This is an optimization exercise on Yosys and OpenROAD, whose aim is small area and few clock cycles, not a production implementation. The RTL was checked by simulation tests, not by an equivalence proof against the original design. Power is estimated from default activity; no workload was simulated.

<file path="flow/config.mk">
export PLATFORM = sky130hd
export DESIGN_NAME = memory_card_protocol_engine
export DESIGN_NICKNAME = memory_card_protocol_engine
export VERILOG_FILES = /design/flow/design.v
export SDC_FILE = /design/flow/constraint.sdc
export NUM_CORES = 4
export LEC_CHECK = 0
export CAP_MARGIN = 20
export CORE_MARGIN = 2
export CORE_UTILIZATION = 40
export SLEW_MARGIN = 20
</file>
<file path="flow/constraint.sdc">
create_clock -name core_clock -period 6.0 [get_ports {clk}]
set_input_delay 1.2000 -clock core_clock [delete_from_list [all_inputs] [get_ports {clk}]]
set_output_delay 1.2000 -clock core_clock [all_outputs]
set_load 0.01 [all_outputs]
</file>
<file path="flow/design.v">
module memory_card_protocol_engine (
    input  wire        clk,
    input  wire        rst,          
    input  wire        op_valid,
    output wire        op_ready,
    input  wire [1:0]  op,           
    input  wire        cmd_v,        
    input  wire [7:0]  cmd,
    output reg         rsp_valid,
    output reg         rsp_ack,
    output reg         rsp_dat_v,    
    output reg  [7:0]  rsp_dat,
    output reg         rsp_result,   
    output wire        powered,
    output reg         mem_en,
    output reg         mem_we,
    output reg  [16:0] mem_addr,
    output reg  [7:0]  mem_wdata,
    input  wire [7:0]  mem_rdata
);
    localparam OP_XFER = 2'd0;
    localparam OP_PON  = 2'd1;
    localparam OP_POFF = 2'd2;
    localparam T_IDLE  = 3'd0;
    localparam T_AWAIT = 3'd1;
    localparam T_READ  = 3'd2;
    localparam T_WRITE = 3'd3;
    localparam T_IDENT = 3'd4;
    localparam C_WAIT   = 2'd0;   
    localparam C_EXEC   = 2'd1;   
    localparam C_RDATA  = 2'd2;   
    localparam C_COMMIT = 2'd3;   
    localparam [15:0] POISON = 16'hFFFF;
    reg  [1:0]  ctl;
    reg  [1:0]  op_r;
    reg         cmd_v_r;
    reg  [7:0]  cmd_r;
    reg         powered_on;
    reg  [7:0]  flag;
    reg  [2:0]  tag;
    reg  [7:0]  step;
    reg  [15:0] address;
    reg  [7:0]  checksum;
    reg  [7:0]  byte_counter;
    reg  [7:0]  wbuf [0:127];
    reg  [6:0]  commit_idx;
    assign op_ready = (ctl == C_WAIT);
    assign powered  = powered_on;
    wire [7:0]  cin = cmd_v_r ? cmd_r : 8'hFF;
    wire [15:0] raw_addr  = {address[15:8], cin};
    wire [15:0] dec_addr  = (raw_addr > 16'h03FF) ? POISON : raw_addr;
    wire        is_rd_data = (op_r == OP_XFER) && powered_on && (tag == T_READ) &&
                             (step >= 8'd8) && (step <= 8'd135);
    always @(*) begin
        mem_en    = 1'b0;
        mem_we    = 1'b0;
        mem_addr  = {address[9:0], byte_counter[6:0]};
        mem_wdata = 8'h00;
        if (ctl == C_EXEC && is_rd_data) begin
            mem_en = 1'b1;
        end else if (ctl == C_COMMIT) begin
            mem_en    = 1'b1;
            mem_we    = 1'b1;
            mem_addr  = {address[9:0], commit_idx};
            mem_wdata = wbuf[commit_idx];
        end
    end
    wire wbuf_we = (ctl == C_EXEC) && (op_r == OP_XFER) && powered_on &&
                   (tag == T_WRITE) && (step >= 8'd4) && (step <= 8'd131) &&
                   (address != POISON);
    always @(posedge clk) begin
        if (wbuf_we)
            wbuf[byte_counter[6:0]] <= cin;
    end
    always @(posedge clk) begin
        if (rst) begin
            ctl        <= C_WAIT;
            rsp_valid  <= 1'b0;
            rsp_ack    <= 1'b0;
            rsp_dat_v  <= 1'b0;
            rsp_dat    <= 8'h00;
            rsp_result <= 1'b0;
            powered_on <= 1'b0;
            flag       <= 8'h08;
            tag        <= T_IDLE;
            step       <= 8'd0;
        end else begin
            rsp_valid <= 1'b0;
            case (ctl)
            C_WAIT: begin
                if (op_valid) begin
                    op_r    <= op;
                    cmd_v_r <= cmd_v;
                    cmd_r   <= cmd;
                    ctl     <= C_EXEC;
                end
            end
            C_EXEC: begin
                ctl        <= C_WAIT;
                rsp_valid  <= 1'b1;
                rsp_ack    <= 1'b0;
                rsp_dat_v  <= 1'b0;
                rsp_dat    <= 8'h00;
                rsp_result <= 1'b0;
                case (op_r)
                OP_PON: begin
                    if (!powered_on) begin
                        powered_on <= 1'b1;
                        flag       <= 8'h08;
                        tag        <= T_IDLE;
                        step       <= 8'd0;
                        rsp_result <= 1'b1;
                    end
                end
                OP_POFF: begin
                    if (powered_on) begin
                        powered_on <= 1'b0;
                        rsp_result <= 1'b1;
                    end
                end
                OP_XFER: begin
                    if (powered_on) begin
                        case (tag)
                        T_IDLE: begin
                            if (cmd_v_r && cmd_r == 8'h81) begin
                                tag     <= T_AWAIT;
                                rsp_ack <= 1'b1;
                            end
                        end
                        T_AWAIT: begin
                            rsp_dat_v <= 1'b1;
                            rsp_dat   <= flag;
                            step      <= 8'd0;
                            if (cmd_v_r && cmd_r == 8'h52) begin
                                tag     <= T_READ;
                                rsp_ack <= 1'b1;
                            end else if (cmd_v_r && cmd_r == 8'h57) begin
                                tag     <= T_WRITE;
                                rsp_ack <= 1'b1;
                            end else if (cmd_v_r && cmd_r == 8'h53) begin
                                tag     <= T_IDENT;
                                rsp_ack <= 1'b1;
                            end else begin
                                tag     <= T_IDLE;
                            end
                        end
                        T_READ: begin
                            rsp_ack   <= 1'b1;
                            rsp_dat_v <= 1'b1;
                            step      <= step + 8'd1;
                            if (step == 8'd0) begin
                                rsp_dat <= 8'h5A;
                            end else if (step == 8'd1) begin
                                rsp_dat <= 8'h5D;
                            end else if (step == 8'd2) begin
                                address  <= {cin, 8'h00};
                                checksum <= cin;
                            end else if (step == 8'd3) begin
                                address      <= dec_addr;
                                checksum     <= checksum ^ cin;
                                byte_counter <= 8'd0;
                            end else if (step == 8'd4) begin
                                rsp_dat <= 8'h5C;
                            end else if (step == 8'd5) begin
                                rsp_dat <= 8'h5D;
                            end else if (step == 8'd6) begin
                                rsp_dat <= address[15:8];
                            end else if (step == 8'd7) begin
                                rsp_dat <= address[7:0];
                                if (address == POISON) begin
                                    rsp_ack <= 1'b0;
                                    tag     <= T_IDLE;
                                    step    <= 8'd0;
                                end
                            end else if (step <= 8'd135) begin
                                rsp_valid <= 1'b0;
                                step      <= step;
                                ctl       <= C_RDATA;
                            end else if (step == 8'd136) begin
                                rsp_dat <= checksum;
                            end else begin
                                rsp_dat <= 8'h47;
                                rsp_ack <= 1'b0;
                                tag     <= T_IDLE;
                                step    <= 8'd0;
                            end
                        end
                        T_WRITE: begin
                            rsp_ack   <= 1'b1;
                            rsp_dat_v <= 1'b1;
                            step      <= step + 8'd1;
                            if (step == 8'd0) begin
                                rsp_dat <= 8'h5A;
                            end else if (step == 8'd1) begin
                                rsp_dat <= 8'h5D;
                            end else if (step == 8'd2) begin
                                address  <= {cin, 8'h00};
                                checksum <= cin;
                            end else if (step == 8'd3) begin
                                address      <= dec_addr;
                                checksum     <= checksum ^ cin;
                                byte_counter <= 8'd0;
                            end else if (step <= 8'd131) begin
                                checksum     <= checksum ^ cin;
                                byte_counter <= byte_counter + 8'd1;
                            end else if (step == 8'd132) begin
                                checksum <= checksum ^ cin;
                            end else if (step == 8'd133) begin
                                rsp_dat <= 8'h5C;
                            end else if (step == 8'd134) begin
                                rsp_dat <= 8'h5D;
                            end else if (address != POISON) begin
                                rsp_valid  <= 1'b0;
                                step       <= step;
                                commit_idx <= 7'd0;
                                ctl        <= C_COMMIT;
                            end else begin
                                rsp_dat <= 8'hFF;
                                rsp_ack <= 1'b0;
                                tag     <= T_IDLE;
                                step    <= 8'd0;
                            end
                        end
                        T_IDENT: begin
                            rsp_ack   <= 1'b1;
                            rsp_dat_v <= 1'b1;
                            step      <= step + 8'd1;
                            case (step)
                            8'd0: rsp_dat <= 8'h5A;
                            8'd1: rsp_dat <= 8'h5D;
                            8'd2: rsp_dat <= 8'h5C;
                            8'd3: rsp_dat <= 8'h5D;
                            8'd4: rsp_dat <= 8'h04;
                            8'd5: rsp_dat <= 8'h00;
                            8'd6: rsp_dat <= 8'h00;
                            default: begin
                                rsp_dat <= 8'h80;
                                rsp_ack <= 1'b0;
                                tag     <= T_IDLE;
                                step    <= 8'd0;
                            end
                            endcase
                        end
                        default: begin
                            tag  <= T_IDLE;
                            step <= 8'd0;
                        end
                        endcase
                    end
                end
                default: ;
                endcase
            end
            C_RDATA: begin
                ctl          <= C_WAIT;
                rsp_valid    <= 1'b1;
                rsp_ack      <= 1'b1;
                rsp_dat_v    <= 1'b1;
                rsp_dat      <= mem_rdata;
                rsp_result   <= 1'b0;
                checksum     <= checksum ^ mem_rdata;
                byte_counter <= byte_counter + 8'd1;
                step         <= step + 8'd1;
            end
            C_COMMIT: begin
                commit_idx <= commit_idx + 7'd1;
                if (commit_idx == 7'd127) begin
                    ctl        <= C_WAIT;
                    rsp_valid  <= 1'b1;
                    rsp_ack    <= 1'b0;
                    rsp_dat_v  <= 1'b1;
                    rsp_dat    <= (checksum == 8'h00) ? 8'h47 : 8'h4E;
                    rsp_result <= 1'b0;
                    tag        <= T_IDLE;
                    step       <= 8'd0;
                end
            end
            endcase
        end
    end
endmodule
</file>
<file path="flow/run.sh">
#!/bin/bash
# synth_recipe.tcl (not shown) runs the flow's synth.tcl, then flattens the netlist and writes it again
# the make line also repeats each setting of config.mk as NAME=value (left out here)
make -C /OpenROAD-flow-scripts/flow DESIGN_CONFIG=/design/flow/config.mk WORK_HOME=/design/flow/orfs CLKGATE_MAP_FILE= SYNTH_SCRIPT=/design/flow/synth_recipe.tcl finish
</file>
==> summary.txt <==
-- Yosys cell counts (9+ instances only) --
cell type  instances  area, um^2
buf_1             27       101.4
buf_4             10       75.07
a21oi_1          119       595.6
a22oi_1          133       998.5
ha_1              13       162.7
xnor2_1           13       113.9
nand3_1           20       100.1
clkbuf_1         101       379.1
inv_1             27       101.4
dfxtp_1           33       660.6
or3_1              9       56.30
nor3_1            14       70.07
nand2b_1          13       81.33
mux2_2            11       123.9
nor2b_1           23       143.9
nand2_1           73       274.0
nor4_1            26       162.7
o21ai_0           30       150.1
o22ai_1           11       68.82
mux4_2           256        5766
edfxtp_1        1073       32220
xor2_1            12       105.1
nor2_1           178       668.1
-- worst paths after layout --
path	startpoint	depth (start not counted)	slack, ns	endpoint
setup / recovery	register	8	0.19	mem_wdata[1]
hold / removal	ctl[1]$_SDFFE_PP0P_	2	0.51	ctl[1]$_SDFFE_PP0P_
setup reg to reg	step[2]$_SDFFE_PP0P_	7	2.24	wbuf[51][3]$_DFFE_PP_
hold reg to reg	ctl[1]$_SDFFE_PP0P_	2	0.51	ctl[1]$_SDFFE_PP0P_
-- routing by layer --
| layer | wire, um | GRT usage [%] |
|---|---|---|
| met4 | 2555 | 5.053 |
| met1 | 46050 | 27.20 |
| met2 | 51120 | 30.05 |
| met5 | 13 | 0 |
| met3 | 8054 | 4.084 |
-- power groups by stage --
| stage | clock (mW) | sequential [mW] | combinational, mW |
|---|---|---|---|
| final | 6.89 | 8.55 | 1.17 |
| after global placement | 0 | 8.71 | 1.17 |
| after global routing | 7.32 | 8.55 | 1.25 |
| after CTS | 7.01 | 8.55 | 1.19 |
| after floorplan | 0 | 8.69 | 0.763 |
| after detailed placement | 0 | 8.71 | 1.18 |
-- stage by stage --
step | hold slack (ns) | total power [mW] | setup WS, ns | cells | area, um^2
4_1_cts | 0.4990 | 16.75 | 0.09946 | 4031 | 50390
5_1_grt | 0.5205 | 17.13 | 0.08906 | 4031 | 50390
3_3_place_gp | 0.4756 | 9.879 | 0.8240 | 3823 | 46730
2_1_floorplan | 0.4647 | 9.452 | 2.348 | 2361 | 44240
3_5_place_dp | 0.4910 | 9.895 | 0.8773 | 3823 | 46730
6_report | 0.5085 | 16.61 | 0.1932 | 4032 | 50390
-- cell type report --
| class | count | area [um^2] | share of cell area, % |
|---|---|---|---|
| antenna | 1 | 2.502 | 0.004966 |
| timing repair buffer | 121 | 1164 | 2.309 |
| clock inverter | 70 | 724.4 | 1.438 |
| clock buffer | 138 | 2929 | 5.813 |
| sequential | 1106 | 32890 | 65.27 |
| inverter | 28 | 125.1 | 0.2483 |
| tap | 1488 | 1862 | 3.695 |
| multi-input combinational | 1080 | 10700 | 21.22 |
-- critical path, delay by kind of cell (launching register included) --
family	cells	cell delay, ns
muxes	1	0.35
buffers and inverters	3	1.37
AOI/OAI and AO/OA	3	0.91
DFF	1	0.58
and+or+nand+nor	1	0.66
-- kinds of logic after synthesis --
| family | share of synthesized area, % |
|---|---|
| DFF | 74.32 |
| and+or+nand+nor | 4.508 |
| AOI/OAI and AO/OA | 5.300 |
| muxes | 13.40 |
| buffers and inverters | 1.609 |
| xor gates and xnor gates | 0.4949 |
| adders and majority gates | 0.3676 |
-- registers in the layout, summed over array words and instances (netlist names), 3 cells and up, named ones only --
register      count
commit_idx        7
rsp_dat           8
wbuf           1024
address          16
cmd_r             8
step              8
checksum          8
tag               3
byte_counter      7
==> impl_metrics.toml <==
[die]
dieArea_um2 = 113300
initial_core_util_pct = 40.15
io-pin-count = 63
die_x_um = 336.6
core.rowCount = 122
die_y_um = 336.6
core_area_um2 = 110200

[worst_setup_path]
path_class = "reg -> out"
crit_chain = "buf_4 > buf_4 > mux4_2 > a22oi_1 > a21oi_1 > nor4_1 > o22ai_1 > clkdlybuf4s50_1"
crit_fanout = 28
worstSetupEndpointType = "output pin"
crit_arrival_ns = 4.61
cp-start-kind = "register"
cpMostUsedCell = "buf_4"
critPathMaxStageDelay_ns = 0.66
worstPathRequired_ns = 4.80
cpMaxStageDelayCell = "nor4_1"

[cells_and_area]
final_common_cell = "edfxtp_1"
fillCellCount = 9322
drive_gt1_share_pct = 20.64
syn2layout_area_growth_pct = 13.89
layout_common_cells = "edfxtp_1, mux4_2, nor2_1"
final_core_util_pct = 45.72
fin_nets = 2483

[cts]
cts_repair_resize_count = 0
clkTransAtPathRegs_ns = 0.06
cts_buffer_depth = 3
cts_tree = "done"
insertion_delay_ns = 0.72
cts_buffers = 111
cts_max_level = 3
postCtsSetupBuffers = 0
root_buffer = "clkbuf_16"
cts_sinks = 1106
ctsHoldBuffers = 0

[pwr]
leakage_nw = 15.04
combPwrFrac_pct = 7.1
p_int_mw = 12.89
p_switching_mw = 3.728
clock_power_share_pct = 41.5
powerDensity_nw_per_um2 = 329.7
peakVddDrop_mv = 0.2302
p_sw_share_pct = 22.44
seqPwrFrac_pct = 51.5

[drt]
drt-vias-per-instance = 5.773
avgRoutedWirePerCell_um = 26.73
drtIter0Drc = 2580
totalWireLength_um = 107800
drt_pass1_iterations = 5
num_vias = 23280
drc = 0
ant_nets = 0

[timing]
layout_min_cycle_time_ns = 5.807
hold_violations = 0
tightest_slew_ns = 1.042
slew_headroom_pct = 29.97
fin_crit_sh_pct = 96.78
finalSetupTns_ns = 0
clock_skew_ns = 0.07325
max_freq_ghz = 0.1722
grt_setup_unrepaired = "no"
setup_viol = 0
slew_violations = 0

[global_route]
grt_pass1_wl_um = 159100
grt_max_degree = 94
grt-ovfl-total = 0
grt_use_total_pct = 19.13
antenna_found_initial = 1
first_global_vias = 23530

[place]
dpl.hpwl_um = 67340
place_congestion = 0.8461
portBuffers = 62

[yosys]
synth_cell_types = 70
yosys_warnings = 1
async_flop_share_pct = 0
synth_ff_type = "edfxtp_1"
ys_seq_area_share_pct = 74.32
ys_ff_latch = 1106
synth_edf_count = 1073
synth_area_per_cell_um2 = 18.74
synthCells = 2361
syn_nets = 2396
synth_area_um2 = 44240

[worst_hold_path]
holdCritPathClass = "reg -> reg"

[flow_run]
maxCapViolations = 0

[status]
status = "complete, no violations"
Testbench counts, summed over its fixed seeds: cycles 72,236.

[static timing again, ports no longer ideal]
How much do the figures lean on ideal ports? The routed layout below was timed once more, with nothing changed but the port constraints. Step 1, drivers: a clkbuf_16 drives clk and a buf_2 each remaining input, both assumed. Step 2 moves the port delays by t, midway between the first and last clock arrival at a register: inputs arrive t later, outputs are due t later. That takes back most of the time a late clock gives input paths. a / b / c = ideal / step 1 / step 2; a / b = the first two.
shift t [ns]: 0.760
setup WS [ns]: 0.193 / 0.120 / 0.879
hold slack, ns: 0.509 / 0.509 / 0.509
clock arrival spread, ns: 0.073 / 0.073
cell pins on the clock port's net: 1
After both steps this run still meets setup and hold. The setup slack of this run moves by -0.073 ns with the drivers and by +0.686 ns with both steps.
